What follows belongs to an exercise in optimizing a design on an open flow for small area; a production flow would make more cautious choices. At most, simulation tests tie the RTL to the original design; equivalence was not proved. For runs 5 and 6, only the layout was checked, not whether the RTL still works. No activity file was given, so power comes from the tool's default toggle rates.

==> flow/design.v <==
module mc32_core (
  input  wire        clk,
  input  wire        rst,           
  input  wire [31:0] prog_len,      
  output wire [31:0] imem_addr,
  input  wire [63:0] imem_rdata,
  output wire [9:0]  dmem_addr,
  output wire        dmem_we,
  output wire [31:0] dmem_wdata,
  input  wire [31:0] dmem_rdata,
  input  wire        in_valid,
  input  wire        in_eof,
  input  wire [7:0]  in_data,
  output wire        in_ready,
  output wire        out_valid,
  output wire [7:0]  out_data,
  output wire        halted,
  output wire        faulted,
  output wire [2:0]  fault_code,
  output wire [31:0] exit_code
);
  localparam NREG  = 13;
  localparam DEPTH = 16;
  localparam [2:0] F_STACK    = 3'd1;
  localparam [2:0] F_RANGE    = 3'd2;
  localparam [2:0] F_ILLEGAL  = 3'd3;
  localparam [2:0] F_FETCH    = 3'd4;
  localparam [2:0] F_CALL     = 3'd5;
  localparam [2:0] F_RET      = 3'd6;
  localparam [2:0] F_PUTBACK  = 3'd7;
  localparam [7:0] OP_MOV  = 8'h01, OP_ADD = 8'h02, OP_SUB = 8'h03, OP_AND = 8'h04,
                   OP_ORR  = 8'h05, OP_EOR = 8'h06, OP_MVN = 8'h07, OP_LSL = 8'h08,
                   OP_LSR  = 8'h09, OP_CMP = 8'h0A, OP_STR = 8'h0B, OP_LDR = 8'h0C,
                   OP_B    = 8'h10, OP_BEQ = 8'h11, OP_BNE = 8'h12, OP_BLT = 8'h13,
                   OP_BGT  = 8'h14, OP_BL  = 8'h15, OP_RET = 8'h16, OP_HALT = 8'h20;
  localparam [2:0] S_R1 = 3'd0, S_R2 = 3'd1, S_WAIT = 3'd2, S_ALIGN = 3'd3,
                   S_HALT = 3'd4, S_FAULT = 3'd5;
  localparam [2:0] W_T = 3'd0, W_SH = 3'd1, W_MEM = 3'd2, W_IN = 3'd3,
                   W_PB = 3'd4, W_ZERO = 3'd5;
  localparam [1:0] P_INC = 2'd0, P_T = 2'd1, P_RS = 2'd2;
  reg [2:0]  st;
  reg [2:0]  ph;
  reg [2:0]  fcode;
  reg        flag_n, flag_z, flag_c, flag_v;
  reg [4:0]  rs_cnt;
  reg        pb_full;
  reg        eq, gt;           
  reg [12:0] xv;               
  reg [31:0] pc;
  reg [31:0] T;
  reg [11:0] A;
  reg        hi;               
  reg        cy, zacc, ic;
  reg        l_wen;
  reg [2:0]  l_wsel;
  reg [3:0]  l_rd;
  reg        l_lsr;
  reg        l_dwe, l_oval, l_pbw, l_pbclr, l_push, l_pop, l_halt;
  reg [1:0]  l_pcsel;
  wire r1 = (st == S_R1);
  wire r2 = (st == S_R2);
  wire [63:0] w    = imem_rdata;
  wire [7:0]  opc  = w[63:56];
  wire [3:0]  rd   = w[55:52];
  wire [3:0]  rn   = w[51:48];
  wire [3:0]  rm   = w[47:44];
  wire [2:0]  z1   = w[43:41];
  wire        ibit = w[40];
  wire [7:0]  z2   = w[39:32];
  wire [31:0] imm  = w[31:0];
  wire f_dp3 = (opc == OP_ADD) || (opc == OP_SUB) || (opc == OP_AND) || (opc == OP_ORR) ||
               (opc == OP_EOR) || (opc == OP_LSL) || (opc == OP_LSR);
  wire f_dp2 = (opc == OP_MOV) || (opc == OP_MVN);
  wire f_cmp = (opc == OP_CMP);
  wire f_mem = (opc == OP_STR) || (opc == OP_LDR);
  wire f_br  = (opc >= OP_B) && (opc <= OP_BL);
  wire f_non = (opc == OP_RET) || (opc == OP_HALT);
  wire known = f_dp3 || f_dp2 || f_cmp || f_mem || f_br || f_non;
  wire illegal = !known
              || (z1 != 3'd0) || (z2 != 8'd0)
              || (!ibit && (imm != 32'd0))
              || ( ibit && (rm  != 4'd0))
              || ((f_dp2 || f_mem || f_br || f_non) && (rn != 4'd0))
              || ((f_cmp || f_br || f_non) && (rd != 4'd0))
              || (f_br && !ibit)
              || (f_non && (ibit || (rm != 4'd0)));
  wire rd_bad = (f_dp3 || f_dp2 || f_mem) && (rd >= NREG);
  wire rn_bad = (f_dp3 || f_cmp) && (rn >= NREG);
  wire rm_bad = (f_dp3 || f_dp2 || f_cmp || f_mem) && !ibit && (rm >= NREG);
  wire reg_bad = rd_bad || rn_bad || rm_bad;
  wire is_str  = (opc == OP_STR);
  wire is_ldr  = (opc == OP_LDR);
  wire is_sh   = (opc == OP_LSL) || (opc == OP_LSR);
  wire is_bl   = (opc == OP_BL);
  wire is_ret  = (opc == OP_RET);
  wire is_halt = (opc == OP_HALT);
  wire is_sub  = (opc == OP_SUB) || (opc == OP_CMP);
  reg take;
  always @(*) begin
    case (opc)
      OP_B:    take = 1'b1;
      OP_BEQ:  take = flag_z;
      OP_BNE:  take = !flag_z;
      OP_BLT:  take = (flag_n != flag_v);
      OP_BGT:  take = !flag_z && (flag_n == flag_v);
      OP_BL:   take = 1'b1;
      default: take = 1'b0;
    endcase
  end
  wire [3:0] xh [0:NREG-1];
  wire       x_wr = r2 && l_wen;
  reg  [3:0] wd;
  genvar g;
  generate
    for (g = 0; g < NREG; g = g + 1) begin : xr
      reg [31:0] q;
      always @(posedge clk)
        q <= {(x_wr && (l_rd == g)) ? wd : q[3:0], q[31:4]};
      assign xh[g] = q[3:0];
    end
  endgenerate
  function [3:0] rnib(input [3:0] sel, input [2:0] p);
    begin
      if (sel == 4'd12)
        rnib = (p == 3'd0) ? 4'hC : (p == 3'd1) ? 4'hF : (p == 3'd2) ? 4'h3 : 4'h0;
      else
        rnib = 4'h0;
    end
  endfunction
  function [3:0] xread(input [3:0] sel, input [2:0] p, input [4*NREG-1:0] h, input [NREG-1:0] v);
    begin
      xread = (sel < NREG && v[sel]) ? h[{sel, 2'b00} +: 4] : rnib(sel, p);
    end
  endfunction
  wire [4*NREG-1:0] xhf;
  generate
    for (g = 0; g < NREG; g = g + 1) begin : xf
      assign xhf[4*g +: 4] = xh[g];
    end
  endgenerate
  wire [3:0] selN = eq ? 4'd0 : (is_str ? rd : rn);
  wire [3:0] nA   = xread(selN, ph, xhf, xv);
  wire [3:0] nM   = xread(rm, ph, xhf, xv);
  wire [3:0] nImm = imm[{ph, 2'b00} +: 4];
  wire [3:0] nB   = ibit ? nImm : nM;
  wire [3:0] bx  = is_sub ? ~nB : nB;
  wire       cin = (ph == 3'd0) ? is_sub : cy;
  wire [4:0] sum = {1'b0, nA} + {1'b0, bx} + {4'd0, cin};
  reg [3:0] alu;
  always @(*) begin
    if (eq)
      alu = nA;
    else
      case (opc)
        OP_MOV, OP_B, OP_BEQ, OP_BNE, OP_BLT, OP_BGT, OP_BL: alu = nB;
        OP_ADD, OP_SUB, OP_CMP: alu = sum[3:0];
        OP_AND:  alu = nA & nB;
        OP_ORR:  alu = nA | nB;
        OP_EOR:  alu = nA ^ nB;
        OP_MVN:  alu = ~nB;
        default: alu = nA;
      endcase
  end
  wire zn    = (sum[3:0] == 4'd0);
  wire a31   = nA[3];
  wire b31   = nB[3];
  wire d31   = sum[3];
  wire range   = (A[11:10] != 2'd0) || hi || (nB != 4'd0);
  wire a_fault = !range && (A[9:0] == 10'd1021);
  wire a_in    = !range && (A[9:0] == 10'd1022);
  wire a_out   = !range && (A[9:0] == 10'd1023);
  wire a_plain = !range && (A[9:0] <= 10'd1020);
  wire ldr_wait = !eq && is_ldr && a_in && !pb_full;
  wire [4*DEPTH-1:0] rshf;
  wire [3:0] rs_top = rshf[{rs_cnt[3:0] - 4'd1, 2'b00} +: 4];
  wire       pc_sh   = (r1 && ph == 3'd7) || (r2 && ph != 3'd7);
  wire [1:0] pcsel_d = (eq || is_halt || (f_br && take)) ? P_T : is_ret ? P_RS : P_INC;
  wire [1:0] pcsel   = r1 ? pcsel_d : l_pcsel;
  wire       push    = r1 ? (!eq && is_bl) : l_push;
  wire [4:0] inc     = {1'b0, pc[3:0]} + {4'd0, r1 ? 1'b1 : ic};
  wire [3:0] pcnib   = (pcsel == P_T) ? T[7:4] : (pcsel == P_RS) ? rs_top : inc[3:0];
  generate
    for (g = 0; g < DEPTH; g = g + 1) begin : rsr
      reg [31:0] q;
      always @(posedge clk)
        q <= {(pc_sh && push && (rs_cnt[3:0] == g)) ? inc[3:0] : q[3:0], q[31:4]};
      assign rshf[4*g +: 4] = q[3:0];
    end
  endgenerate
  reg [31:0] pb;
  always @(posedge clk)
    pb <= {(r2 && l_pbw) ? T[3:0] : pb[3:0], pb[31:4]};
  wire [4:0] k     = A[4:0];
  wire       big   = hi || (A[11:5] != 7'd0);
  wire [5:0] k32   = 6'd32 - {1'b0, k};
  wire [4:0] s     = l_lsr ? k : k32[4:0];
  wire [5:0] thr   = l_lsr ? k32 : {1'b0, k};
  wire [2:0] sa    = s[4:2];
  wire [2:0] sa1   = sa + 3'd1;
  wire [7:0] win   = {T[{sa1, 2'b00} +: 4], T[{sa, 2'b00} +: 4]};
  wire [3:0] wsh   = win >> s[1:0];
  reg  [3:0] shnib;
  integer bi;
  always @(*) begin
    for (bi = 0; bi < 4; bi = bi + 1)
      shnib[bi] = !big && wsh[bi] && ((({1'b0, ph, 2'b00} + bi) < thr) == l_lsr);
  end
  wire [3:0] dnib  = dmem_rdata[{ph, 2'b00} +: 4];
  wire [3:0] innib = A[8] ? 4'hF : (ph == 3'd0) ? A[3:0] : (ph == 3'd1) ? A[7:4] : 4'h0;
  always @(*) begin
    case (l_wsel)
      W_T:     wd = T[3:0];
      W_SH:    wd = shnib;
      W_MEM:   wd = dnib;
      W_IN:    wd = innib;
      W_PB:    wd = pb[3:0];
      default: wd = 4'h0;
    endcase
  end
  assign imem_addr  = pc;
  assign dmem_addr  = A[9:0];
  assign dmem_wdata = T;
  assign dmem_we    = r2 && (ph == 3'd0) && l_dwe;
  assign out_valid  = r2 && (ph == 3'd0) && l_oval;
  assign out_data   = T[7:0];
  assign in_ready   = (r1 && (ph == 3'd7) && ldr_wait) || (st == S_WAIT);
  assign halted     = (st == S_HALT);
  assign faulted    = (st == S_FAULT);
  assign fault_code = fcode;
  assign exit_code  = pc;
  wire take_in = in_ready && in_valid;
  always @(posedge clk) begin
    T <= {r1 ? alu : T[3:0], T[31:4]};
    if (r1) begin
      cy   <= sum[4];
      zacc <= ((ph == 3'd0) ? 1'b1 : zacc) && zn;
      if (ph <= 3'd2) begin
        A  <= {nB, A[11:4]};
        hi <= 1'b0;
      end else begin
        hi <= hi || (nB != 4'd0);
      end
    end
    if (take_in)
      A[8:0] <= {in_eof, in_data};
    if (pc_sh)
      ic <= inc[4];
    if (rst)
      pc <= 32'd0;
    else if (pc_sh)
      pc <= {pcnib, pc[31:4]};
  end
  always @(posedge clk) begin
    if (rst) begin
      st      <= S_R1;
      ph      <= 3'd0;
      fcode   <= 3'd0;
      flag_n  <= 1'b0;
      flag_z  <= 1'b0;
      flag_c  <= 1'b0;
      flag_v  <= 1'b0;
      rs_cnt  <= 5'd0;
      pb_full <= 1'b0;
      eq      <= (prog_len == 32'd0);
      gt      <= 1'b0;
      xv      <= 13'd0;
    end else begin
      ph <= ph + 3'd1;
      case (st)
        S_R1: begin
          if (ph == 3'd0) begin
            if (gt) begin
              st <= S_FAULT; fcode <= F_FETCH;
            end else if (!eq) begin
              if (illegal) begin
                st <= S_FAULT; fcode <= F_ILLEGAL;
              end else if (reg_bad) begin
                st <= S_FAULT; fcode <= F_RANGE;
              end else if (is_bl && rs_cnt == DEPTH) begin
                st <= S_FAULT; fcode <= F_CALL;
              end else if (is_ret && rs_cnt == 5'd0) begin
                st <= S_FAULT; fcode <= F_RET;
              end
            end
          end
          if (ph == 3'd7) begin
            l_rd    <= rd;
            l_lsr   <= (opc == OP_LSR);
            l_pcsel <= pcsel_d;
            l_push  <= !eq && is_bl;
            l_pop   <= !eq && is_ret;
            l_halt  <= eq || is_halt;
            l_wen   <= !eq && (f_dp3 || f_dp2 || is_ldr);
            l_wsel  <= is_sh ? W_SH :
                       !is_ldr ? W_T :
                       a_plain ? W_MEM :
                       a_out   ? W_ZERO :
                       pb_full ? W_PB : W_IN;
            l_dwe   <= !eq && is_str && a_plain;
            l_oval  <= !eq && is_str && a_out;
            l_pbw   <= !eq && is_str && a_in;
            l_pbclr <= !eq && is_ldr && a_in && pb_full;
            if (!eq && f_cmp) begin
              flag_n <= d31;
              flag_z <= zacc && zn;
              flag_c <= (a31 & ~b31) | ((a31 == b31) & d31);
              flag_v <= (~a31 & b31 & d31) | (a31 & ~b31 & ~d31);
            end
            st <= S_R2;
            if (!eq && f_mem && range) begin
              st <= S_FAULT; fcode <= F_RANGE;
            end else if (!eq && f_mem && a_fault) begin
              st <= S_FAULT; fcode <= F_STACK;
            end else if (!eq && is_str && a_in && pb_full) begin
              st <= S_FAULT; fcode <= F_PUTBACK;
            end else if (ldr_wait && !in_valid) begin
              st <= S_WAIT;
            end
          end
        end
        S_WAIT: begin
          if (in_valid)
            st <= (ph == 3'd7) ? S_R2 : S_ALIGN;
        end
        S_ALIGN: begin
          if (ph == 3'd7)
            st <= S_R2;
        end
        S_R2: begin
          if (ph == 3'd0) begin
            eq <= (pc[31:28] == prog_len[3:0]);
            gt <= (pc[31:28] > prog_len[3:0]);
          end else begin
            eq <= eq && (pc[31:28] == prog_len[{ph, 2'b00} +: 4]);
            gt <= (pc[31:28] > prog_len[{ph, 2'b00} +: 4]) ||
                  ((pc[31:28] == prog_len[{ph, 2'b00} +: 4]) && gt);
          end
          if (ph == 3'd7) begin
            st <= l_halt ? S_HALT : S_R1;
            if (l_wen)
              xv[l_rd] <= 1'b1;
            if (l_push)
              rs_cnt <= rs_cnt + 5'd1;
            if (l_pop)
              rs_cnt <= rs_cnt - 5'd1;
            if (l_pbw)
              pb_full <= 1'b1;
            if (l_pbclr)
              pb_full <= 1'b0;
          end
        end
        default: ;    
      endcase
    end
  end
endmodule
==> flow/run.sh <==
#!/bin/bash
# synth_recipe.tcl (not shown) runs the flow's synth.tcl, then flattens the netlist and writes it again
# the make line also repeats each setting of config.mk as NAME=value (left out here)
make -C /OpenROAD-flow-scripts/flow DESIGN_CONFIG=/design/flow/config.mk WORK_HOME=/design/flow/orfs CLKGATE_MAP_FILE= SYNTH_SCRIPT=/design/flow/synth_recipe.tcl finish
==> flow/config.mk <==
export PLATFORM = sky130hd
export DESIGN_NAME = mc32_core
export DESIGN_NICKNAME = mc32_core
export VERILOG_FILES = /design/flow/design.v
export SDC_FILE = /design/flow/constraint.sdc
export NUM_CORES = 4
export LEC_CHECK = 0
export ABC_AREA = 1
export CAP_MARGIN = 20
export CORE_MARGIN = 2
export CORE_UTILIZATION = 40
export CTS_BUF_LIST = sky130_fd_sc_hd__clkbuf_4
export PLACE_DENSITY = 0.6
export SLEW_MARGIN = 20
==> flow/constraint.sdc <==
create_clock -name core_clock -period 10.0 [get_ports {clk}]
set_input_delay 2.0000 -clock core_clock [delete_from_list [all_inputs] [get_ports {clk}]]
set_output_delay 2.0000 -clock core_clock [all_outputs]
set_load 0.01 [all_outputs]
==> impl_metrics.tcl, run 1 <==
set metrics [dict create \
    yosysTopAreaCell "dfxtp_1" \
    met2_usage_pct 26.95 \
    vias 21980 \
    drive_gt1_share_pct 12.91 \
    htree_levels 5 \
    synth_area_leaders "dfxtp_1 (66%), nand2_1 (6.3%), o21ai_0 (4.4%), edfxtp_1 (3.3%), nor2_1 (2.9%)" \
    slowest_stage "clkdlybuf4s50_1" \
    slew_headroom_pct 30.43 \
    io_pins 262 \
    tns_ns 0 \
    maxSlewViolCount 0 \
    clk_latency_ns 1.08 \
    drt_iter0_drc 1497 \
    hp-class "flop to flop" \
    fin_crit_ns 8.046 \
    worst-path-buf-inv 4 \
    grt.busiest_layer "met2" \
    dp_cells 4253 \
    cts_buffer_depth 4 \
    core_region_area_um2 79000 \
    postCtsSetupRepairBufs 0 \
    wl_per_cell_um 16.16 \
    dp_hpwl_um 53110 \
    yosys_warnings 1 \
    finalHoldViolCount 0 \
    combPwrFrac_pct 17.3 \
    path_delay_family "buffers and inverters" \
    multi_input_area_um2 8065 \
    grt_max_degree 57 \
    finalWorstSetupSlack_ns 1.954 \
    grt_pass1_wl_um 115800 \
    rsz0062_at_grt "false" \
    yosysUniqueCellTypes 56 \
    clk_pin_slew_worst_paths_ns 0.06 \
    antenna_found_initial 9 \
    gp_congestion 0.8903 \
    async_reset_ff_share_pct 0 \
    die_x_um 286.3 \
    cts_tree "yes" \
    dpl_worst_slack_ns 2.000 \
    grt_use_met1_pct 25.19 \
    synth_top_cell_area_share_pct 66.31 \
    power.internal_uw 7244 \
    worst_pin_slew_ns 1.036 \
    grt_use_met3_pct 5.095 \
    row_count 103 \
    dieArea_um2 81980 \
    switching_share_pct 28.54 \
    postSynthCellCount 3050 \
    grt-ovfl-total 0 \
    max_freq_ghz 0.1243 \
    ant_nets 0 \
    portBuffers 261 \
    clock_skew_ns 0.1473 \
    first_pass_iters 5 \
    leakage_uw 0.01619 \
    worst_ep_arrival_time_ns 6.05 \
    vdd_drop_max_mv 0.1475 \
    cts_root_buf "clkbuf_4" \
    critPathCaptureType "output pin" \
    postCtsHoldBufs 0 \
    cap_violations 0 \
    p_total_uw 10140 \
    crit_fanout 20 \
    power_frac_seq_pct 49.4 \
    crit_path_max_incr_delay_ns 1.08 \
    syn_nets 3243 \
    drc 0 \
    cpMostUsedCell "nand2_1" \
    status "finished clean" \
    fp.dieH_um 286.3 \
    powerDensity_nw_per_um2 264.3 \
    routed_via_density 4.680 \
    syn_area_um2 31880 \
    fin_nets 3676 \
    grtUsageTotal_pct 18.32 \
    wl_um 75880 \
    netSwitchingPower_uw 2894 \
    synth_ff_type "dfxtp_1" \
    required_ns 8.00 \
    postSynthAreaPerCell_um2 10.45 \
    fin_cells 4696 \
    fin_crit_sh_pct 80.46 \
    cts_buffers 277 \
    critPathKind "primary input to output pin" \
    critical_path.cell_chain "clkdlybuf4s50_1 -> inv_2 -> nor2_4 -> nand2_1 -> nand3_1 -> nand2_1 -> nand3_2 -> nand2_1 -> nand2_1 -> nand2_1 -> nand2_2 -> nand2_2 -> nor2_4 -> nand2_2 -> inv_2 -> nand3_2 -> nor2_4 -> nand2_1 -> nand2_2 -> clkdlybuf4s50_1" \
    yosysSeqAreaShare_pct 69.61 \
    startpoint_type "primary input" \
    hold-worst-slack_ns 0.2630 \
    synth_enable_flop_cells 35 \
    p_clk_share_pct 33.2 \
    start_util_pct 40.36 \
    grt_pass1_vias 20810 \
    cts_sinks 1091 \
    cts_resized 0 \
    area_growth_pct 20.34 \
    ys_seq_elements 1091 \
    fill_cells 7340 \
    regArea_um2 22190 \
    finalSetupViolCount 0 \
]
[layout by cell type, fill, tap and decap left out, types with 4 or more instances in the layout]
master,Yosys,final
a21oi_1,79,79
o211ai_1,43,43
clkinv_1,3,43
inv_2,13,17
clkbuf_4,0,386
clkdlybuf4s50_1,0,261
a31oi_1,14,14
o22ai_1,6,6
o21ai_0,279,279
xnor2_1,7,6
o32ai_1,16,16
nand2_2,7,7
a311oi_1,4,4
nor4_1,23,23
xor2_1,11,11
nand2_4,4,4
dfxtp_1,1056,1055
ha_1,50,50
nand3b_1,4,4
nor2_4,5,5
nor3_1,32,32
nor2_1,249,248
nand2_1,533,533
o21ai_1,26,26
inv_1,217,217
edfxtp_1,35,35
buf_4,57,20
o221ai_1,8,8
nand4_1,16,16
nand3_2,6,7
diode_2,0,5
nand3_1,136,135
[layer usage]
layer | routed length (um) | up-vias | part of all wire (%)
met5 | 33 | - | 0.043
met4 | 2079 | 4 | 2.7
met2 | 32620 | 775 | 43
met3 | 5414 | 171 | 7.1
met1 | 35730 | 10090 | 47
li1 | - | 10940 | -
[cells in the mapped netlist (all sizes together), types with 2 or more instances]
cell type	n
or2	3
edfxtp	35
and3	3
xor2	11
mux2i	2
and2	2
nor2	257
nand2	544
a31oi	14
dfxtp	1056
o211ai	44
nand3b	4
o221ai	8
clkbuf	49
fa	3
o31ai	2
nand4	16
a221oi	2
o22ai	6
buf	79
a311oi	4
nor4	23
o21ai	307
ha	50
inv	230
a41oi	3
nor3	34
clkinv	3
a211oi	3
o21a	2
a21oi	79
xnor2	7
nand3	143
o32ai	16
[power by group through the flow]
stage	Sequential [uW]	Combinational (uW)	Clock, uW
floorplan	5030	1050	0
global placement	5100	1740	0
detailed placement	5100	1740	0
CTS	5010	1750	3510
global route	5050	1940	3740
finish	5010	1760	3370
[sequential cells by signal (all words and copies together) (netlist names), 2 cells and up, named ones only]
name     flops
rsr.q      512
xr.q       416
T           32
pb          32
pc          32
xv          13
A           12
rs_cnt       5
l_rd         4
fcode        3
l_wsel       3
ph           3
st           3
l_pcsel      2
[through the flow]
stage / utilization [%] / instance area, um2
floorplan: - / 31880
global placement: 44.57 / 35210
detailed placement: 44.57 / 35210
CTS: 48.53 / 38340
global route: 48.55 / 38360
finish: 48.56 / 38370
[worst paths after layout]
check,startpoint,endpoint,slack [ns],depth (start not counted)
max,imem_rdata[44],in_ready,1.95,20
min,rsr[1].q[14]$_DFF_P_,rsr[1].q[10]$_DFF_P_,0.26,0
max reg2reg,eq$_DFFE_PP_,T[31]$_DFF_P_,4.67,21
min reg2reg,rsr[1].q[14]$_DFF_P_,rsr[1].q[10]$_DFF_P_,0.26,0
[logic make-up after synthesis]
family | share of synthesized area [%]
compound gates | 8.764
xor+xnor | 0.4945
fa+ha+maj | 2.151
buf+inv | 5.141
flops | 69.61
mux | 0.06280
simple gates | 13.78
[layout make-up]
cell class,count,area share (%)
Antenna cell,5,0.03261
Clock buffer,386,7.553
Clock inverter,51,0.6131
Inverter,233,2.280
Multi-Input combinational cell,1598,21.02
Sequential cell,1091,57.84
Tap cell,1050,3.424
Timing Repair Buffer,282,7.230
==> inputs of run 2 (changes only) <==
--- a/flow/config.mk
+++ b/flow/config.mk
@@ -5,10 +5,8 @@
 export SDC_FILE = /design/flow/constraint.sdc
 export NUM_CORES = 4
 export LEC_CHECK = 0
-export ABC_AREA = 1
 export CAP_MARGIN = 20
 export CORE_MARGIN = 2
 export CORE_UTILIZATION = 40
-export CTS_BUF_LIST = sky130_fd_sc_hd__clkbuf_4
 export PLACE_DENSITY = 0.6
 export SLEW_MARGIN = 20
==> run 2 against run 1 <==
Die area grew 0.66%. Still clean. Setup slack lost 0.28 ns. Critical path type unchanged. Worst hold slack lost 0.0012 ns. Cell area grew 1.9%. Critical endpoint unchanged.
==> impl_metrics.tcl, run 2 <==
set metrics [dict create \
    slowest_stage "clkdlybuf4s50_1" \
    drive_gt1_share_pct 15.34 \
    startpoint_type "primary input" \
    cts_resized 0 \
    cts_root_buf "clkbuf_16" \
    clk_pin_slew_worst_paths_ns 0.07 \
    critPathKind "primary input to output pin" \
    fp.dieH_um 287.3 \
    critical_path.cell_chain "clkdlybuf4s50_1 -> mux4_2 -> a22oi_1 -> o31ai_1 -> o211ai_1 -> nand4_1 -> nor2_1 -> o21a_1 -> clkdlybuf4s50_1" \
    clk_latency_ns 0.71 \
    tns_ns 0 \
    htree_levels 3 \
    synth_common_cells "dfxtp_1 (1056), nand2_1 (184), mux2_2 (132)" \
    fin_nets 2872 \
    dpl_worst_slack_ns 1.764 \
    netSwitchingPower_uw 2750 \
    worst_pin_slew_ns 1.107 \
    drc 0 \
    finalSetupViolCount 0 \
    io_pins 262 \
    gp_congestion 0.8727 \
    grtUsageTotal_pct 17.45 \
    largest_reg_flops 512 \
    path_delay_family "buffers and inverters" \
    dieArea_um2 82520 \
    dp_hpwl_um 52430 \
    maxSlewViolCount 0 \
    syn_nets 2635 \
    switching_share_pct 26.35 \
    hp-class "flop to flop" \
    yosysSeqAreaShare_pct 69.14 \
    ant_nets 0 \
    cts_sinks 1091 \
    cts_buffer_depth 3 \
    wl_per_cell_um 19.19 \
    routed_via_density 4.887 \
    synth_most_common_cell "dfxtp_1" \
    fin_crit_sh_pct 83.23 \
    synth_area_leaders "dfxtp_1 (66%), mux2_2 (4.6%), mux4_2 (4.4%), edfxtp_1 (3.3%), nand2_1 (2.2%)" \
    grt-ovfl-total 0 \
    wl_um 73240 \
    postSynthCellCount 2442 \
    cts_buffers 101 \
    worst_ep_arrival_time_ns 6.32 \
    power.internal_uw 7685 \
    slew_headroom_pct 25.96 \
    async_reset_ff_share_pct 0 \
    drt_iter0_drc 1197 \
    synth_top_cell_area_share_pct 65.87 \
    crit_path_max_incr_delay_ns 1.21 \
    clock_skew_ns 0.1092 \
    p_clk_share_pct 38.4 \
    leakage_uw 0.01511 \
    power_frac_seq_pct 46.9 \
    cap_violations 0 \
    largest-register "rsr.q" \
    rsz0062_at_grt "false" \
    grt_pass1_wl_um 110600 \
    vias 18650 \
    postSynthAreaPerCell_um2 13.14 \
    crit_fanout 27 \
    syn_area_um2 32100 \
    first_pass_iters 5 \
    start_util_pct 40.50 \
    ys_seq_elements 1091 \
    core_region_area_um2 79260 \
    postCtsHoldBufs 0 \
    area_growth_pct 21.85 \
    portBuffers 261 \
    postCtsSetupRepairBufs 0 \
    finalHoldViolCount 0 \
    status "finished clean" \
    antenna_found_initial 9 \
    reg_top3 "rsr.q: 512 flops, xr.q: 416 flops" \
    grt_pass1_vias 18360 \
    grt_max_degree 54 \
    yosysTopAreaCell "dfxtp_1" \
    critPathCaptureType "output pin" \
    finalWorstSetupSlack_ns 1.677 \
    synth_enable_flop_cells 35 \
    cts_tree "yes" \
    combPwrFrac_pct 14.7 \
    yosys_warnings 1 \
    powerDensity_nw_per_um2 266.8 \
    fin_crit_ns 8.323 \
    cpMostUsedCell "clkdlybuf4s50_1" \
    synth_ff_type "dfxtp_1" \
    yosysUniqueCellTypes 87 \
    vdd_drop_max_mv 0.1765 \
    path_depth 9 \
    max_freq_ghz 0.1201 \
    whs_path_depth 0 \
    layout_commonest_cell "dfxtp_1" \
    place_area_um2 35410 \
    ff2ff_path_depth 13 \
    required_ns 8.00 \
    die_x_um 287.3 \
    final_cell_mix "dfxtp_1 (1055), clkdlybuf4s50_1 (260), nand2_1 (184)" \
    fin_util_pct 49.34 \
    row_count 103 \
    stdcell_area_um2 39110 \
    worst-path-buf-inv 2 \
]
## run 2: changes by cell type in the layout (fill, tap and decap cells not counted), sizes merged, moves of 62 or more
cell,previous run,this run
nand2,544,184
o21ai,307,35
clkbuf,386,143
inv,234,41
nor2,257,113
mux2,0,134
nand3,143,22
mux4,0,62
## run 2: power groups by stage
| stage | logic (uW) | registers (uW) | clock network, uW |
|---|---|---|---|
| after CTS | 1530 | 4900 | 4100 |
| after global placement | 1500 | 4990 | 0 |
| after floorplan | 987 | 4880 | 0 |
| after detailed placement | 1520 | 5000 | 0 |
| after global routing | 1660 | 4930 | 4290 |
| final | 1530 | 4900 | 4000 |
## run 2: area by class of cell
| cell class | instances | area, um2 |
|---|---|---|
| clock inverter | 45 | 676.9 |
| fill | 6865 | 40150 |
| timing repair buffer | 276 | 2740 |
| sequential | 1091 | 22190 |
| antenna | 3 | 7.507 |
| tap | 1050 | 1314 |
| clock buffer | 143 | 2978 |
| inverter | 37 | 138.9 |
| multi-input combinational | 1172 | 9060 |
## run 2: cells by family after synthesis
logic type / Yosys count / synth area share (%)
AOI/OAI and AO/OA: 311 / 6.319
xor gates and xnor gates: 24 / 0.6549
adders and majority gates: 53 / 2.136
buffers and inverters: 179 / 2.822
DFF: 1091 / 69.14
muxes: 250 / 10.74
and+or+nand+nor: 534 / 8.190
## run 2: metrics by stage
step,total power (uW),cells,hold WS (ns)
final,10430,3817,0.2618
after global routing,10880,3816,0.2621
after CTS,10540,3813,0.2541
after detailed placement,6520,3625,0.3121
after global placement,6488,3625,0.3096
after floorplan,5869,2442,0.3096
## run 2: path summary, 6_finish.rpt
path | endpoint | start | slack [ns]
min reg2reg | rsr[13].q[13]$_DFF_P_ | rsr[13].q[17]$_DFF_P_ | 0.26
max | in_ready | imem_rdata[46] | 1.68
min | rsr[13].q[13]$_DFF_P_ | rsr[13].q[17]$_DFF_P_ | 0.26
max reg2reg | xr[5].q[29]$_DFF_P_ | A[0]$_DFFE_PP_ | 4.77
## run 2: routing by layer
layer	vias up	routed length (um)	global-route usage (%)
met5	-	46	0
met4	8	1663	5.404
met3	121	3908	3.595
met2	525	33490	27.84
met1	9075	34130	23.83
li1	8923	-	-
==> inputs of run 3 (changes only) <==
--- a/flow/config.mk
+++ b/flow/config.mk
@@ -5,8 +5,10 @@
 export SDC_FILE = /design/flow/constraint.sdc
 export NUM_CORES = 4
 export LEC_CHECK = 0
+export ABC_AREA = 1
 export CAP_MARGIN = 20
 export CORE_MARGIN = 2
-export CORE_UTILIZATION = 40
-export PLACE_DENSITY = 0.6
+export CORE_UTILIZATION = 60
+export CTS_BUF_LIST = sky130_fd_sc_hd__clkbuf_2 sky130_fd_sc_hd__clkbuf_4 sky130_fd_sc_hd__clkbuf_8
+export PLACE_DENSITY = 0.75
 export SLEW_MARGIN = 20
==> run 3 against run 2 <==
Via count up 17%. Synthesized cell count up 25%. Utilization up 23 points. Combinational power up 16%. Final cell count up 9.0%. Sequential share of layout area up 1.5 points. Register-to-register slack about the same. Critical endpoint unchanged. Largest cell class unchanged.
==> impl_metrics.tcl, run 3 <==
set metrics [dict create \
    syn_nets 3243 \
    layout_commonest_cell "dfxtp_1" \
    ys_seq_elements 1091 \
    stdcell_area_um2 38130 \
    required_ns 8.00 \
    clk_pin_slew_worst_paths_ns 0.06 \
    clock_skew_ns 0.05065 \
    critPathCaptureType "output pin" \
    postCtsSetupRepairBufs 0 \
    dp_hpwl_um 51790 \
    area_growth_pct 19.61 \
    ant_nets 0 \
    cts_buffers 157 \
    worst_pin_slew_ns 1.074 \
    cap_violations 0 \
    min_from "rsr[15].q[26]$_DFF_P_" \
    synth_top_cell_area_share_pct 66.31 \
    synth_common_cells "dfxtp_1 (1056), nand2_1 (533), o21ai_0 (279)" \
    cts_tree "yes" \
    multi_input_area_um2 8060 \
    leakage_uw 0.01607 \
    start_util_pct 60.67 \
    synth_area_leaders "dfxtp_1 (66%), nand2_1 (6.3%), o21ai_0 (4.4%), edfxtp_1 (3.3%), nor2_1 (2.9%)" \
    postSynthAreaPerCell_um2 10.45 \
    crit_fanout 20 \
    yosysUniqueCellTypes 56 \
    synth_ff_type "dfxtp_1" \
    wl_um 75560 \
    reg_top3 "rsr.q: 512 flops, xr.q: 416 flops" \
    fp.dieH_um 234.5 \
    finalSetupViolCount 0 \
    fin_nets 3548 \
    gp_congestion 0.9523 \
    p_total_uw 10510 \
    maxSlewViolCount 0 \
    grt-ovfl-total 0 \
    yosysSeqAreaShare_pct 69.61 \
    drc 0 \
    antenna_found_initial 3 \
    wl_per_cell_um 18.16 \
    rsz0062_at_grt "false" \
    yosys_warnings 1 \
    portBuffers 261 \
    powerDensity_nw_per_um2 275.7 \
    status "finished clean" \
    syn_area_um2 31880 \
    async_reset_ff_share_pct 0 \
    critPathKind "primary input to output pin" \
    vias 21860 \
    dieArea_um2 54990 \
    fin_crit_sh_pct 80.55 \
    tns_ns 0 \
    cts_root_buf "clkbuf_8" \
    drive_gt1_share_pct 9.743 \
    row_count 84 \
    yosysTopAreaCell "dfxtp_1" \
    cts_buffer_depth 3 \
    first_pass_iters 7 \
    postCtsHoldBufs 0 \
    hp-class "flop to flop" \
    die_x_um 234.5 \
    fin_crit_ns 8.055 \
    routed_via_density 5.256 \
    grt_pass1_vias 21570 \
    cts_resized 0 \
    hold-worst-slack_ns 0.2906 \
    io_pins 262 \
    drt_iter0_drc 1942 \
    r2r-start "eq$_DFFE_PP_" \
    synth_most_common_cell "dfxtp_1" \
    startpoint_type "primary input" \
    synth_enable_flop_cells 35 \
    largest_reg_flops 512 \
    fill_cells 3650 \
    cts_sinks 1091 \
    final_cell_mix "dfxtp_1 (1055), nand2_1 (532), o21ai_0 (278)" \
    grt_pass1_wl_um 115100 \
    regArea_um2 22190 \
    max_freq_ghz 0.1241 \
    htree_levels 4 \
    slew_headroom_pct 27.84 \
    cp-startpoint "imem_rdata[44]" \
    grt_max_degree 57 \
    largest-register "rsr.q" \
    finalHoldViolCount 0 \
    place_area_um2 34690 \
    worst_ep_arrival_time_ns 6.06 \
    core_region_area_um2 52550 \
    clk_latency_ns 0.80 \
    postSynthCellCount 3050 \
    vdd_drop_max_mv 0.1881 \
    grtUsageTotal_pct 27.38 \
]
## run 3: cell types whose count changed after synthesis, sizes merged, moves of 121 or more
cell / previous run / this run
nand3: 22 / 143
inv: 37 / 230
mux2: 134 / 0
o21ai: 35 / 307
nor2: 113 / 257
nand2: 184 / 544
## run 3: area by class of cell
cell class                      count  share of cell area (%)
Clock inverter                     29                   1.014
Multi-Input combinational cell   1598                   21.14
Inverter                          233                   2.294
Antenna cell                        3                 0.01969
Tap cell                          688                   2.258
Sequential cell                  1091                   58.20
Clock buffer                      244                   7.970
Timing Repair Buffer              274                   7.107
## run 3: layer usage
| layer | global-route usage (%) | part of all wire [%] | up-vias |
|---|---|---|---|
| met5 | 0 | 0 | - |
| met4 | 12.24 | 3.3 | 0 |
| met3 | 6.226 | 6.6 | 178 |
| met2 | 43.01 | 46 | 860 |
| met1 | 36.31 | 44 | 10280 |
| li1 | - | - | 10550 |
## run 3: path summary, 6_finish.rpt
check / end / slack, ns / cells past startpoint
setup / recovery: in_ready / 1.94 / 20
hold / removal: rsr[15].q[22]$_DFF_P_ / 0.29 / 0
setup reg to reg: T[31]$_DFF_P_ / 4.77 / 21
hold reg to reg: rsr[15].q[22]$_DFF_P_ / 0.29 / 0
## run 3: critical path, cell delays in order
cell and delay, ns:
clkdlybuf4s50_1 1.07, inv_2 0.35, nor2_4 0.36, nand2_1 0.09
nand3_1 0.11, nand2_1 0.10, nand3_2 0.14, nand2_1 0.07
nand2_1 0.06, nand2_1 0.08, nand2_4 0.12, nand2_4 0.07
nor2_4 0.16, nand2_2 0.10, inv_2 0.08, nand3_2 0.09
nor2_4 0.11, nand2_1 0.07, nand2_2 0.20, clkdlybuf4s50_1 0.60
## run 3: logic make-up after synthesis
kind of cell / share of synthesized area, %
fa+ha+maj: 2.151
compound gates: 8.764
xor+xnor: 0.4945
mux: 0.06280
buf+inv: 5.141
flops: 69.61
simple gates: 13.78
## run 3: stage by stage
stage	setup WS, ns	cells	util [%]
after floorplan	4.354	3050	-
after global placement	2.119	3883	66.01
after detailed placement	2.012	3883	66.01
after CTS	1.997	4156	72.53
after global routing	1.646	4158	72.55
final	1.945	4160	72.56
## run 3: report_power, final
part,leakage (uW),switching (uW),internal (uW)
combinational,0.00535,1050,714
sequential,0.00891,286,4740
clock,0.00181,1620,2100
total,0.0161,2960,7560
==> inputs of run 4 (changes only) <==
==> flow/flow/run.sh (new file) <==
#!/bin/bash
# The standard layout (the standard.sh, standard synthesis unchanged), with two knobs:
# every port still gets a buffer, but the small buf_1; and CTS without dummy loads.
set -euo pipefail
bash standard.sh \
  "BUFFER_PORTS_ARGS=-buffer_cell sky130_fd_sc_hd__buf_1" \
  "CTS_ARGS=-sink_clustering_enable -repair_clock_nets -dont_use_dummy_load -sink_clustering_size 20 -sink_clustering_max_diameter 100 -buf_list sky130_fd_sc_hd__clkbuf_8" \
  finish > standard.log 2>&1
==> flow/standard.sh (new file) <==
#!/bin/bash
# synth_recipe.tcl (not shown) runs the flow's synth.tcl, then flattens the netlist and writes it again
# the make line also repeats each setting of config.mk as NAME=value (left out here)
make -C /OpenROAD-flow-scripts/flow DESIGN_CONFIG=/design/flow/config.mk WORK_HOME=/design/flow/orfs CLKGATE_MAP_FILE= SYNTH_SCRIPT=/design/flow/synth_recipe.tcl "${@:-finish}"
--- a/flow/config.mk
+++ b/flow/config.mk
@@ -8,7 +8,6 @@
 export ABC_AREA = 1
 export CAP_MARGIN = 20
 export CORE_MARGIN = 2
-export CORE_UTILIZATION = 60
-export CTS_BUF_LIST = sky130_fd_sc_hd__clkbuf_2 sky130_fd_sc_hd__clkbuf_4 sky130_fd_sc_hd__clkbuf_8
-export PLACE_DENSITY = 0.75
+export CORE_UTILIZATION = 40
+export PLACE_DENSITY = 0.6
 export SLEW_MARGIN = 20
removed: flow/run.sh
==> run 4 against run 3 <==
Still clean. Clock skew rose by 0.057 ns. First-iteration DRC count fell by 26%. Synthesized area did not move. Global-route usage fell by 10 points. Cell area fell by 9.7%. Power fell by 22%.
==> impl_metrics.tcl, run 4 <==
set metrics [dict create \
    ant_nets 0 \
    grt-ovfl-total 0 \
    vias 20380 \
    first_pass_iters 5 \
    fin_crit_ns 6.789 \
    dp_hpwl_um 52640 \
    crit_fanout 20 \
    r2r-start "eq$_DFFE_PP_" \
    portBuffers 261 \
    fin_crit_sh_pct 67.89 \
    yosys_warnings 1 \
    core_region_area_um2 79000 \
    synth_common_cells "dfxtp_1 (1056), nand2_1 (533), o21ai_0 (279)" \
    status "finished clean" \
    synth_ff_type "dfxtp_1" \
    die_x_um 286.3 \
    cts_sinks 1091 \
    wl_um 72210 \
    finalSetupViolCount 0 \
    cts_root_buf "clkbuf_8" \
    wl_per_cell_um 16.73 \
    whs_path_depth 0 \
    cts_buffer_depth 3 \
    postSynthCellCount 3050 \
    stdcell_area_um2 34430 \
    postCtsSetupRepairBufs 0 \
    worst_pin_slew_ns 1.032 \
    clock_skew_ns 0.1074 \
    cts_tree "yes" \
    drive_gt1_share_pct 4.137 \
    grtUsageTotal_pct 17.22 \
    drt_iter0_drc 1442 \
    largest-register "rsr.q" \
    syn_area_um2 31880 \
    maxSlewViolCount 0 \
    postSynthAreaPerCell_um2 10.45 \
    critPathCaptureType "output pin" \
    start_util_pct 40.36 \
    required_ns 8.00 \
    row_count 103 \
    postCtsHoldBufs 0 \
    cts_buffers 61 \
    synth_top_cell_area_share_pct 66.31 \
    hp-class "flop to flop" \
    fill_cells 7587 \
    cts_resized 0 \
    slew_headroom_pct 30.70 \
    worst_ep_arrival_time_ns 4.79 \
    critPathKind "primary input to output pin" \
    layout_commonest_cell "dfxtp_1" \
    max_freq_ghz 0.1473 \
    min_from "rsr[12].q[20]$_DFF_P_" \
    yosysSeqAreaShare_pct 69.61 \
    ff2ff_path_depth 16 \
    fin_nets 3458 \
    min_to "rsr[12].q[16]$_DFF_P_" \
    grt_pass1_wl_um 109000 \
    reg_top3 "rsr.q: 512 flops, xr.q: 416 flops" \
    htree_levels 2 \
    synth_area_leaders "dfxtp_1 (66%), nand2_1 (6.3%), o21ai_0 (4.4%), edfxtp_1 (3.3%), nor2_1 (2.9%)" \
    rsz0062_at_grt "false" \
    yosysTopAreaCell "dfxtp_1" \
    ys_seq_elements 1091 \
    async_reset_ff_share_pct 0 \
    place_area_um2 33570 \
    routed_via_density 4.722 \
    clk_latency_ns 0.75 \
    startpoint_type "primary input" \
    grt_pass1_vias 18710 \
    final_cell_mix "dfxtp_1 (1055), nand2_1 (533), o21ai_0 (278)" \
    tns_ns 0 \
    cap_violations 0 \
    syn_nets 3243 \
    grt_max_degree 57 \
    drc 0 \
    clk_pin_slew_worst_paths_ns 0.11 \
    vdd_drop_max_mv 0.1568 \
    io_pins 262 \
    largest_reg_flops 512 \
    finalHoldViolCount 0 \
    gp_congestion 0.8880 \
    leakage_uw 0.01406 \
    dieArea_um2 81980 \
    fp.dieH_um 286.3 \
    synth_most_common_cell "dfxtp_1" \
    powerDensity_nw_per_um2 238.5 \
    reg2reg_to "zacc$_DFFE_PP_" \
    hold-worst-slack_ns 0.2525 \
    yosysUniqueCellTypes 56 \
    rrSetupSlack_ns 5.11 \
    synth_enable_flop_cells 35 \
    area_growth_pct 8.002 \
    antenna_found_initial 12 \
]
run 4: final cells by class:
type | instances | area, um2 | area share (%)
Multi-Input combinational cell | 1598 | 8080 | 23.47
Timing Repair Buffer | 280 | 1124 | 3.263
Inverter | 233 | 874.6 | 2.540
Tap cell | 1050 | 1314 | 3.816
Antenna cell | 3 | 7.507 | 0.02180
Clock buffer | 61 | 839.6 | 2.438
Sequential cell | 1091 | 22190 | 64.45
run 4: power by group:
group | internal (uW) | switching (uW)
registers | 4730 | 270
logic | 448 | 1020
clock network | 547 | 1190
run 4: worst max-delay path by stage:
stage	slack, ns	depth (start not counted)	endpoint	from
6_report	3.21	21	in_ready	imem_rdata[44]
5_1_grt	2.93	21	in_ready	imem_rdata[44]
4_1_cts	3.16	18	in_ready	imem_rdata[45]
3_5_place_dp	3.16	18	in_ready	imem_rdata[45]
3_3_place_gp	3.17	18	in_ready	imem_rdata[45]
2_1_floorplan	4.35	20	in_ready	imem_rdata[45]
run 4: cells by family (layout without fill, tap and decap cells):
family                   count (synthesis)  after routing  share of synthesized area [%]
AO/OA/AOI/OAI                          496            496                          8.764
XOR/XNOR                                18             18                         0.4945
adder cells (fa/ha/maj)                 53             53                          2.151
buffers and inverters                  361            574                          5.141
flip-flops                            1091           1091                          69.61
multiplexers                             2              2                        0.06280
other                                    0              3                              0
AND/OR/NAND/NOR                       1029           1029                          13.78
run 4: metrics by stage:
step,worst slack (ns),utilization [%],std cells,total power [uW]
global placement,3.175,42.49,4252,6546
floorplan,4.354,-,3050,6084
global route,2.934,43.58,4315,8659
finish,3.211,43.58,4316,8211
CTS,3.161,43.55,4313,8287
detailed placement,3.162,42.49,4252,6560
run 4: worst max-delay path, cell delays in order:
cell and delay (ns):
buf_1 0.09, buf_4 0.28, inv_2 0.23, nor2_4 0.34, nand2_1 0.08, nand3_1 0.09, nand2_1 0.10, nand3_2 0.14
nand2_1 0.07, nand2_1 0.05, nand2_1 0.08, nand2_4 0.12, nand2_4 0.07, nor2_4 0.17, nand2_2 0.09, inv_2 0.08
nand3_2 0.09, nor2_4 0.12, nand2_1 0.08, nand2_2 0.22, buf_1 0.19
run 4: metal layers:
layer	up-vias	GRT usage (%)	routed length, um
li1	10250	-	-
met2	598	25.95	30410
met1	9395	24.54	34590
met3	122	3.927	5046
met5	-	0	64
met4	10	5.380	2097
==> inputs of run 5 (changes only) <==
--- a/flow/design.v
+++ b/flow/design.v
@@ -34,7 +34,7 @@
                    OP_B    = 8'h10, OP_BEQ = 8'h11, OP_BNE = 8'h12, OP_BLT = 8'h13,
                    OP_BGT  = 8'h14, OP_BL  = 8'h15, OP_RET = 8'h16, OP_HALT = 8'h20;
   localparam [2:0] S_R1 = 3'd0, S_R2 = 3'd1, S_WAIT = 3'd2, S_ALIGN = 3'd3,
-                   S_HALT = 3'd4, S_FAULT = 3'd5;
+                   S_HALT = 3'd4, S_FAULT = 3'd5, S_BOOT = 3'd6;
   localparam [2:0] W_T = 3'd0, W_SH = 3'd1, W_MEM = 3'd2, W_IN = 3'd3,
                    W_PB = 3'd4, W_ZERO = 3'd5;
   localparam [1:0] P_INC = 2'd0, P_T = 2'd1, P_RS = 2'd2;
@@ -45,7 +45,6 @@
   reg [4:0]  rs_cnt;
   reg        pb_full;
   reg        eq, gt;           
-  reg [12:0] xv;               
   reg [31:0] pc;
   reg [31:0] T;
   reg [11:0] A;
@@ -59,6 +58,7 @@
   reg [1:0]  l_pcsel;
   wire r1 = (st == S_R1);
   wire r2 = (st == S_R2);
+  wire boot = (st == S_BOOT);
   wire [63:0] w    = imem_rdata;
   wire [7:0]  opc  = w[63:56];
   wire [3:0]  rd   = w[55:52];
@@ -115,7 +115,7 @@
     for (g = 0; g < NREG; g = g + 1) begin : xr
       reg [31:0] q;
       always @(posedge clk)
-        q <= {(x_wr && (l_rd == g)) ? wd : q[3:0], q[31:4]};
+        q <= {boot ? rnib(g, ph) : (x_wr && (l_rd == g)) ? wd : q[3:0], q[31:4]};
       assign xh[g] = q[3:0];
     end
   endgenerate
@@ -127,9 +127,9 @@
         rnib = 4'h0;
     end
   endfunction
-  function [3:0] xread(input [3:0] sel, input [2:0] p, input [4*NREG-1:0] h, input [NREG-1:0] v);
+  function [3:0] xread(input [3:0] sel, input [4*NREG-1:0] h);
     begin
-      xread = (sel < NREG && v[sel]) ? h[{sel, 2'b00} +: 4] : rnib(sel, p);
+      xread = h[{sel, 2'b00} +: 4];
     end
   endfunction
   wire [4*NREG-1:0] xhf;
@@ -139,8 +139,8 @@
     end
   endgenerate
   wire [3:0] selN = eq ? 4'd0 : (is_str ? rd : rn);
-  wire [3:0] nA   = xread(selN, ph, xhf, xv);
-  wire [3:0] nM   = xread(rm, ph, xhf, xv);
+  wire [3:0] nA   = xread(selN, xhf);
+  wire [3:0] nM   = xread(rm, xhf);
   wire [3:0] nImm = imm[{ph, 2'b00} +: 4];
   wire [3:0] nB   = ibit ? nImm : nM;
   wire [3:0] bx  = is_sub ? ~nB : nB;
@@ -173,12 +173,12 @@
   wire ldr_wait = !eq && is_ldr && a_in && !pb_full;
   wire [4*DEPTH-1:0] rshf;
   wire [3:0] rs_top = rshf[{rs_cnt[3:0] - 4'd1, 2'b00} +: 4];
-  wire       pc_sh   = (r1 && ph == 3'd7) || (r2 && ph != 3'd7);
+  wire       pc_sh   = rst || (r1 && ph == 3'd7) || ((r2 || boot) && ph != 3'd7);
   wire [1:0] pcsel_d = (eq || is_halt || (f_br && take)) ? P_T : is_ret ? P_RS : P_INC;
   wire [1:0] pcsel   = r1 ? pcsel_d : l_pcsel;
   wire       push    = r1 ? (!eq && is_bl) : l_push;
   wire [4:0] inc     = {1'b0, pc[3:0]} + {4'd0, r1 ? 1'b1 : ic};
-  wire [3:0] pcnib   = (pcsel == P_T) ? T[7:4] : (pcsel == P_RS) ? rs_top : inc[3:0];
+  wire [3:0] pcnib   = (rst || boot) ? 4'h0 : (pcsel == P_T) ? T[7:4] : (pcsel == P_RS) ? rs_top : inc[3:0];
   generate
     for (g = 0; g < DEPTH; g = g + 1) begin : rsr
       reg [31:0] q;
@@ -190,21 +190,45 @@
   reg [31:0] pb;
   always @(posedge clk)
     pb <= {(r2 && l_pbw) ? T[3:0] : pb[3:0], pb[31:4]};
-  wire [4:0] k     = A[4:0];
-  wire       big   = hi || (A[11:5] != 7'd0);
-  wire [5:0] k32   = 6'd32 - {1'b0, k};
-  wire [4:0] s     = l_lsr ? k : k32[4:0];
-  wire [5:0] thr   = l_lsr ? k32 : {1'b0, k};
-  wire [2:0] sa    = s[4:2];
-  wire [2:0] sa1   = sa + 3'd1;
-  wire [7:0] win   = {T[{sa1, 2'b00} +: 4], T[{sa, 2'b00} +: 4]};
-  wire [3:0] wsh   = win >> s[1:0];
-  reg  [3:0] shnib;
-  integer bi;
+  wire [2:0] sa     = A[4:2];
+  wire [1:0] sb     = A[1:0];
+  wire       big    = hi || (A[11:5] != 7'd0);
+  wire       sh_lsr = r1 ? (opc == OP_LSR) : l_lsr;
+  wire [2:0] selp   = sh_lsr ? sa + 3'd1 : 3'd0 - sa;
+  reg  [3:0] tsel;
   always @(*) begin
-    for (bi = 0; bi < 4; bi = bi + 1)
-      shnib[bi] = !big && wsh[bi] && ((({1'b0, ph, 2'b00} + bi) < thr) == l_lsr);
+    case (selp)
+      3'd0: tsel = T[3:0];
+      3'd1: tsel = T[7:4];
+      3'd2: tsel = T[11:8];
+      3'd3: tsel = T[15:12];
+      3'd4: tsel = T[19:16];
+      3'd5: tsel = T[23:20];
+      3'd6: tsel = T[27:24];
+      default: tsel = T[31:28];
+    endcase
+  end
+  wire [3:0] cur_r1 = (selp == 3'd0) ? alu : tsel;
+  wire       cur_ok = sh_lsr ? ({1'b0, ph} + {1'b0, sa} <= 4'd6) : (ph >= sa);
+  wire [3:0] cur    = cur_ok ? tsel : 4'h0;
+  reg  [3:0] sh_prev;
+  wire [7:0] shwin  = {cur, sh_prev};
+  reg  [3:0] shw;
+  always @(*) begin
+    case ({sh_lsr, sb})
+      3'b000: shw = shwin[7:4];
+      3'b001: shw = shwin[6:3];
+      3'b010: shw = shwin[5:2];
+      3'b011: shw = shwin[4:1];
+      3'b100: shw = shwin[3:0];
+      3'b101: shw = shwin[4:1];
+      3'b110: shw = shwin[5:2];
+      default: shw = shwin[6:3];
+    endcase
   end
+  wire [3:0] shnib  = big ? 4'h0 : shw;
+  always @(posedge clk)
+    sh_prev <= r1 ? (sh_lsr ? cur_r1 : 4'h0) : cur;
   wire [3:0] dnib  = dmem_rdata[{ph, 2'b00} +: 4];
   wire [3:0] innib = A[8] ? 4'hF : (ph == 3'd0) ? A[3:0] : (ph == 3'd1) ? A[7:4] : 4'h0;
   always @(*) begin
@@ -245,14 +269,12 @@
       A[8:0] <= {in_eof, in_data};
     if (pc_sh)
       ic <= inc[4];
-    if (rst)
-      pc <= 32'd0;
-    else if (pc_sh)
+    if (pc_sh)
       pc <= {pcnib, pc[31:4]};
   end
   always @(posedge clk) begin
     if (rst) begin
-      st      <= S_R1;
+      st      <= S_BOOT;
       ph      <= 3'd0;
       fcode   <= 3'd0;
       flag_n  <= 1'b0;
@@ -261,9 +283,6 @@
       flag_v  <= 1'b0;
       rs_cnt  <= 5'd0;
       pb_full <= 1'b0;
-      eq      <= (prog_len == 32'd0);
-      gt      <= 1'b0;
-      xv      <= 13'd0;
     end else begin
       ph <= ph + 3'd1;
       case (st)
@@ -326,7 +345,13 @@
           if (ph == 3'd7)
             st <= S_R2;
         end
-        S_R2: begin
+        S_BOOT: begin
+          if (ph == 3'd7)
+            st <= S_R1;
+        end
+        default: ;    
+      endcase
+      if (r2 || boot) begin
           if (ph == 3'd0) begin
             eq <= (pc[31:28] == prog_len[3:0]);
             gt <= (pc[31:28] > prog_len[3:0]);
@@ -335,10 +360,11 @@
             gt <= (pc[31:28] > prog_len[{ph, 2'b00} +: 4]) ||
                   ((pc[31:28] == prog_len[{ph, 2'b00} +: 4]) && gt);
           end
+      end
+      case (st)
+        S_R2: begin
           if (ph == 3'd7) begin
             st <= l_halt ? S_HALT : S_R1;
-            if (l_wen)
-              xv[l_rd] <= 1'b1;
             if (l_push)
               rs_cnt <= rs_cnt + 5'd1;
             if (l_pop)
==> flow/flow/run.sh (replaced) <==
#!/bin/bash
# The standard layout (the standard.sh, standard synthesis unchanged), with two knobs:
# every port still gets a buffer, but the small buf_1; and CTS without dummy loads, with
# clusters of at most 16 sinks driven by clkbuf_8.
set -euo pipefail
bash standard.sh \
  "BUFFER_PORTS_ARGS=-buffer_cell sky130_fd_sc_hd__buf_1" \
  "CTS_ARGS=-sink_clustering_enable -repair_clock_nets -dont_use_dummy_load -sink_clustering_size 16 -sink_clustering_max_diameter 80 -buf_list sky130_fd_sc_hd__clkbuf_8" \
  finish > standard.log 2>&1
==> run 5 against run 4 <==
Sequential cell count down 9. Via count decreased by 3.4%. Clock power grew about 10%. Register-to-register slack improved by 0.45 ns. Combinational power shrank 24%. Final cell count down 2.8%. Critical path depth down 5. Die area decreased by 1.4%. Cell area shrank 0.64%. Power is 4.1% lower. Utilization is 0.51 points higher. First-iteration DRC count is 11% higher. Critical path type unchanged.
==> impl_metrics.tcl, run 5 <==
set metrics [dict create \
    stdcell_area_um2 34210 \
    start_util_pct 40.50 \
    grtUsageTotal_pct 16.84 \
    first_pass_iters 6 \
    drive_gt1_share_pct 4.949 \
    finalSetupViolCount 0 \
    die_x_um 284.3 \
    synth_most_common_cell "dfxtp_1" \
    yosys_warnings 1 \
    cap_violations 0 \
    wl_per_cell_um 16.52 \
    required_ns 8.00 \
    clk_latency_ns 0.69 \
    path_delay_family "simple AND/OR/NAND/NOR gates" \
    drt_iter0_drc 1597 \
    reg2reg_to "rsr[11].q[28]$_DFF_P_" \
    cpMostUsedCell "nand2_1" \
    min_to "xr[6].q[21]$_DFF_P_" \
    min_from "xr[6].q[25]$_DFF_P_" \
    critPathCaptureType "output pin" \
    fin_util_pct 44.09 \
    synth_common_cells "dfxtp_1 (1014), nand2_1 (459), inv_1 (257)" \
    status "finished clean" \
    grt_max_degree 58 \
    maxSlewViolCount 0 \
    wl_um 69290 \
    critical_path.cell_chain "buf_1 -> inv_2 -> nor2_2 -> nand2_1 -> nand3_1 -> nand3_1 -> nand3_1 -> nand2_1 -> nand2_2 -> nand2_1 -> nor2_2 -> nand4_1 -> nor2_1 -> nand2_1 -> nand2_2 -> buf_1" \
    htree_levels 3 \
    fin_crit_sh_pct 69.03 \
    crit_fanout 24 \
    yosysTopAreaCell "dfxtp_1" \
    hp-class "flop to flop" \
    core_region_area_um2 77590 \
    cts_tree "yes" \
    clock_skew_ns 0.08390 \
    async_reset_ff_share_pct 0 \
    final_cell_mix "dfxtp_1 (1014), nand2_1 (459), buf_1 (261)" \
    largest_reg_flops 512 \
    powerDensity_nw_per_um2 230.2 \
    max_freq_ghz 0.1449 \
    drc 0 \
    crit_path_max_incr_delay_ns 0.76 \
    cts_buffer_depth 3 \
    antenna_found_initial 2 \
    synth_ff_type "dfxtp_1" \
    worst_pin_slew_ns 1.056 \
    finalHoldViolCount 0 \
    rrSetupSlack_ns 5.56 \
    largest-register "rsr.q" \
    synth_enable_flop_cells 68 \
    r2r-start "ph[2]$_SDFF_PP0_" \
    dp_hpwl_um 49620 \
    routed_via_density 4.690 \
    grt-ovfl-total 0 \
    cts_sinks 1082 \
    grt_pass1_vias 17940 \
    yosysSeqAreaShare_pct 71.09 \
    rsz0062_at_grt "false" \
    syn_area_um2 31430 \
    io_pins 262 \
    dpl_worst_slack_ns 3.104 \
    vias 19680 \
    tns_ns 0 \
    fin_nets 3341 \
    reg_top3 "rsr.q: 512 flops, xr.q: 416 flops" \
    gp_congestion 0.9183 \
    hold-worst-slack_ns 0.2596 \
    worst-path-buf-inv 3 \
    finalWorstSetupSlack_ns 3.097 \
    postSynthAreaPerCell_um2 10.77 \
    clk_pin_slew_worst_paths_ns 0.09 \
    syn_nets 3106 \
    synth_area_leaders "dfxtp_1 (65%), edfxtp_1 (6.5%), nand2_1 (5.5%), inv_1 (3.1%), o21ai_0 (2.8%)" \
    cts_buffers 79 \
    leakage_uw 0.01374 \
    place_area_um2 33120 \
    whs_path_depth 0 \
    yosysUniqueCellTypes 57 \
    dieArea_um2 80820 \
    grt_pass1_wl_um 105200 \
    worst_ep_arrival_time_ns 4.90 \
    synth_top_cell_area_share_pct 64.59 \
    row_count 102 \
    vdd_drop_max_mv 0.1313 \
    cts_root_buf "clkbuf_8" \
    postCtsHoldBufs 0 \
    slew_headroom_pct 29.57 \
    portBuffers 261 \
    postCtsSetupRepairBufs 0 \
    layout_commonest_cell "dfxtp_1" \
    fp.dieH_um 284.3 \
    postSynthCellCount 2919 \
    ys_seq_elements 1082 \
    fin_crit_ns 6.903 \
    ff2ff_path_depth 10 \
    slowest_stage "buf_1" \
    cts_resized 0 \
    startpoint_type "primary input" \
    area_growth_pct 8.863 \
    ant_nets 0 \
    critPathKind "primary input to output pin" \
]
## run 5: cell types whose count changed in the layout (fill, tap and decap cells not counted), sizes merged, moves of 14 or more
cell and delta:
o21ai -123, nand2 -66, a21oi +48, dfxtp -42
inv +41, edfxtp +33, nand3 +28, nor2 -28
clkbuf +17, nor3 -14, nor4 -14
## run 5: where the power goes
part / leakage (uW) / switching, uW / internal (uW)
Combinational: 0.00429 / 801 / 305
Sequential: 0.00888 / 199 / 4650
Clock: 0.000568 / 1210 / 710
Total: 0.0137 / 2210 / 5670
## run 5: worst max-delay path by stage
stage              startpoint  endpoint  slack (ns)  cells past startpoint
3_5_place_dp   imem_rdata[44]  in_ready        3.10                     16
2_1_floorplan  imem_rdata[44]  in_ready        4.55                     16
6_report       imem_rdata[44]  in_ready        3.10                     16
5_1_grt        imem_rdata[44]  in_ready        2.72                     16
3_3_place_gp   imem_rdata[44]  in_ready        3.13                     16
4_1_cts        imem_rdata[44]  in_ready        3.10                     16
## run 5: cell type report
cell class              count  area [um2]
fillers                  7436       43380
flip-flops and latches   1082       22340
multi-input cells        1437        7323
well taps                1040        1301
repair buffers            278        1107
clock buffers              79        1087
inverters                 276        1044
diodes                      3       7.507
## run 5: metrics by stage
step	instances	power, uW
5_1_grt	4193	8283
6_report	4195	7877
2_1_floorplan	2919	5657
3_3_place_gp	4113	6056
3_5_place_dp	4113	6065
4_1_cts	4192	7974
## run 5: logic make-up after synthesis
family	synth area share, %
AOI/OAI and AO/OA	7.596
xor gates and xnor gates	0.4738
adders and majority gates	1.967
buffers and inverters	5.638
DFF	71.09
muxes	0.2309
and+or+nand+nor	13.00
## run 5: metal layers
layer | track usage (%) | wire [um] | up-vias
li1 | - | - | 9813
met2 | 25.60 | 29790 | 636
met4 | 5.197 | 1563 | 0
met3 | 2.568 | 4030 | 105
met5 | 0 | 0 | -
met1 | 24.63 | 33910 | 9121
==> inputs of run 6 (changes only) <==
--- a/flow/config.mk
+++ b/flow/config.mk
@@ -5,7 +5,7 @@
 export SDC_FILE = /design/flow/constraint.sdc
 export NUM_CORES = 4
 export LEC_CHECK = 0
-export ABC_AREA = 1
+export ABC_AREA = 0
 export CAP_MARGIN = 20
 export CORE_MARGIN = 2
 export CORE_UTILIZATION = 40
==> run 6 against run 5 <==
Power is 16% lower. Utilization is 0.22 points lower. Sequential power is 8.7% lower. Clock power hardly changed. Fmax is 16% lower. Clock-buffer cell count stayed put. Clock skew is 0.021 ns higher. First-iteration DRC count is 38% lower. Sequential cell count stayed put. Die area is 1.2% lower.
==> impl_metrics.tcl, run 6 <==
set metrics [dict create \
    grtUsageTotal_pct 16.12 \
    routed_via_density 4.823 \
    die_x_um 282.6 \
    cts_buffer_depth 3 \
    reg2reg_to "A[2]$_DFFE_PP_" \
    largest-register "rsr.q" \
    fill_cells 7015 \
    finalSetupViolCount 0 \
    critPathKind "primary input to output pin" \
    postCtsSetupRepairBufs 0 \
    grt_pass1_wl_um 97480 \
    yosys_warnings 1 \
    grt_use_met3_pct 4.444 \
    synth_most_common_cell "dfxtp_1" \
    htree_levels 3 \
    dieArea_um2 79870 \
    cts_resized 0 \
    maxSlewViolCount 0 \
    synth_enable_flop_cells 68 \
    largest_reg_flops 512 \
    cts_tree "yes" \
    yosysSeqAreaShare_pct 71.95 \
    start_util_pct 40.22 \
    drc 0 \
    p_total_uw 6595 \
    cts_sinks 1082 \
    hp-class "flop to flop" \
    powerDensity_nw_per_um2 194.7 \
    rrSetupSlack_ns 4.76 \
    synth_area_leaders "dfxtp_1 (65%), edfxtp_1 (6.6%), mux4_2 (4.1%), mux2i_1 (1.9%), o21ai_0 (1.9%)" \
    status "finished clean" \
    vdd_drop_max_mv 0.1287 \
    finalHoldViolCount 0 \
    cts_root_buf "clkbuf_8" \
    tns_ns 0 \
    endpoint "in_ready" \
    yosysTopAreaCell "dfxtp_1" \
    multi_input_area_um2 7833 \
    synth_simple_gate_area_share_pct 7.587 \
    fp.dieH_um 282.6 \
    grt-ovfl-total 0 \
    yosysUniqueCellTypes 81 \
    synth_xor_area_share_pct 0.6205 \
    synth-compound-area-share_pct 6.237 \
    max_freq_ghz 0.1223 \
    portBuffers 261 \
    cap_violations 0 \
    reg_top3 "rsr.q: 512 flops, xr.q: 416 flops" \
    fin_nets 2713 \
    crit_fanout 16 \
    place_area_um2 32770 \
    wl_per_cell_um 18.36 \
    area_growth_pct 9.078 \
    antenna_found_initial 11 \
    grt_use_met1_pct 21.84 \
    row_count 102 \
    synth_common_cells "dfxtp_1 (1014), nor2_1 (137), nand2_1 (132)" \
    dp_hpwl_um 46630 \
    clock_skew_ns 0.1047 \
    grt_max_degree 41 \
    clk_pin_slew_worst_paths_ns 0.10 \
    vias 17200 \
    cts_buffers 79 \
    synth_top_cell_area_share_pct 65.37 \
    fin_crit_sh_pct 81.76 \
    drt_iter0_drc 991 \
    startpoint_type "primary input" \
    gp_congestion 0.8635 \
    core_region_area_um2 77210 \
    synthAdderAreaFrac_pct 1.990 \
    synth_top_family_by_area "multiplexers" \
    postCtsHoldBufs 0 \
    grt_pass1_vias 16470 \
    ff2ff_path_depth 11 \
    postSynthCellCount 2298 \
    slew_headroom_pct 19.76 \
    stdcell_area_um2 33870 \
    clk_latency_ns 0.71 \
    layout_commonest_cell "dfxtp_1" \
    rsz0062_at_grt "false" \
    async_reset_ff_share_pct 0 \
    r2r-start "ph[1]$_SDFF_PP0_" \
    grt.busiest_layer "met2" \
    worst_pin_slew_ns 1.200 \
    final_cell_mix "dfxtp_1 (1012), buf_1 (261), nor2_1 (136)" \
    postSynthAreaPerCell_um2 13.51 \
    ant_nets 0 \
    wl_um 65510 \
    ys_seq_elements 1082 \
    cp-startpoint "imem_rdata[44]" \
    syn_area_um2 31050 \
    leakage_uw 0.01284 \
    fin_crit_ns 8.176 \
    synth_ff_type "dfxtp_1" \
    regArea_um2 22340 \
    required_ns 8.00 \
    first_pass_iters 7 \
    worst_ep_arrival_time_ns 6.18 \
    drive_gt1_share_pct 9.113 \
    io_pins 262 \
    met2_usage_pct 25.07 \
    critPathCaptureType "output pin" \
    synthMuxAreaShare_pct 8.699 \
    syn_nets 2485 \
]
## run 6: changes by cell type after synthesis, moves of 20 or more
cell	change
inv_1	-211
o211ai_1	-22
mux2i_1	+53
nand2_1	-327
nor2b_1	+20
mux4_2	+57
o21ai_0	-58
nor2_1	-83
nand3_1	-125
a21oi_1	-66
mux2_2	+44
## run 6: area by class of cell
cell class	instances	share of cell area, %
Antenna cell	3	0.02216
Timing Repair Buffer	280	3.314
Inverter	47	0.5209
Sequential cell	1082	65.97
Multi-Input combinational cell	1036	23.12
Clock buffer	79	3.210
Tap cell	1040	3.842
## run 6: per-layer routing
layer  vias up  share of wire [%]
met1      8230                 46
met5         -               0.18
met4        20                2.3
met2       523                 44
met3       117                7.6
li1       8312                  -
## run 6: worst max-delay path: stages
cell     delay, ns
buf_1         0.70
mux4_1        0.67
mux2i_1       0.18
nor2_1        0.10
o41ai_4       0.50
nand4_2       0.18
or4_1         0.73
nor4_4        0.39
a21oi_1       0.13
nor3_1        0.39
buf_1         0.21
## run 6: report_power, final
group	total, uW	internal (uW)	switching [uW]
clock network	1930	710	1220
logic	232	93.3	139
registers	4430	4400	31.4
## run 6: cell families (layout without fill, tap and decap cells)
family / after synthesis / in the layout
buffers and inverters: 180 / 406
and+or+nand+nor: 487 / 487
adders and majority gates: 47 / 47
other: 0 / 3
muxes: 177 / 177
xor gates and xnor gates: 22 / 22
AOI/OAI and AO/OA: 303 / 303
DFF: 1082 / 1082
## run 6: worst min-delay path by stage
stage | startpoint | slack, ns | cells past startpoint | end
finish | xr[2].q[6]$_DFF_P_ | 0.28 | 0 | xr[2].q[2]$_DFF_P_
global placement | xr[3].q[16]$_DFF_P_ | 0.31 | 0 | xr[3].q[12]$_DFF_P_
CTS | xr[2].q[6]$_DFF_P_ | 0.26 | 0 | xr[2].q[2]$_DFF_P_
floorplan | pb[4]$_DFF_P_ | 0.31 | 0 | pb[0]$_DFF_P_
global route | xr[2].q[6]$_DFF_P_ | 0.27 | 0 | xr[2].q[2]$_DFF_P_
detailed placement | rsr[11].q[31]$_DFF_P_ | 0.31 | 0 | rsr[11].q[27]$_DFF_P_
## run 6: per-stage QoR
step	setup slack, ns	utilization [%]	hold WS (ns)	cells
floorplan	3.303	-	0.3096	2298
global placement	1.975	42.43	0.3098	3485
detailed placement	1.844	42.44	0.3121	3485
CTS	1.845	43.85	0.2618	3564
global route	1.496	43.86	0.2706	3566
finish	1.824	43.87	0.2771	3567

Re-timed with assumed drivers on the ports (clkbuf_16 on the clock, buf_2 on other inputs), run 6 has 1.765 ns of setup slack against 1.824 ns with ideal ports, and 1.765 ns once port delays also move by the mid clock arrival of 0.707 ns.
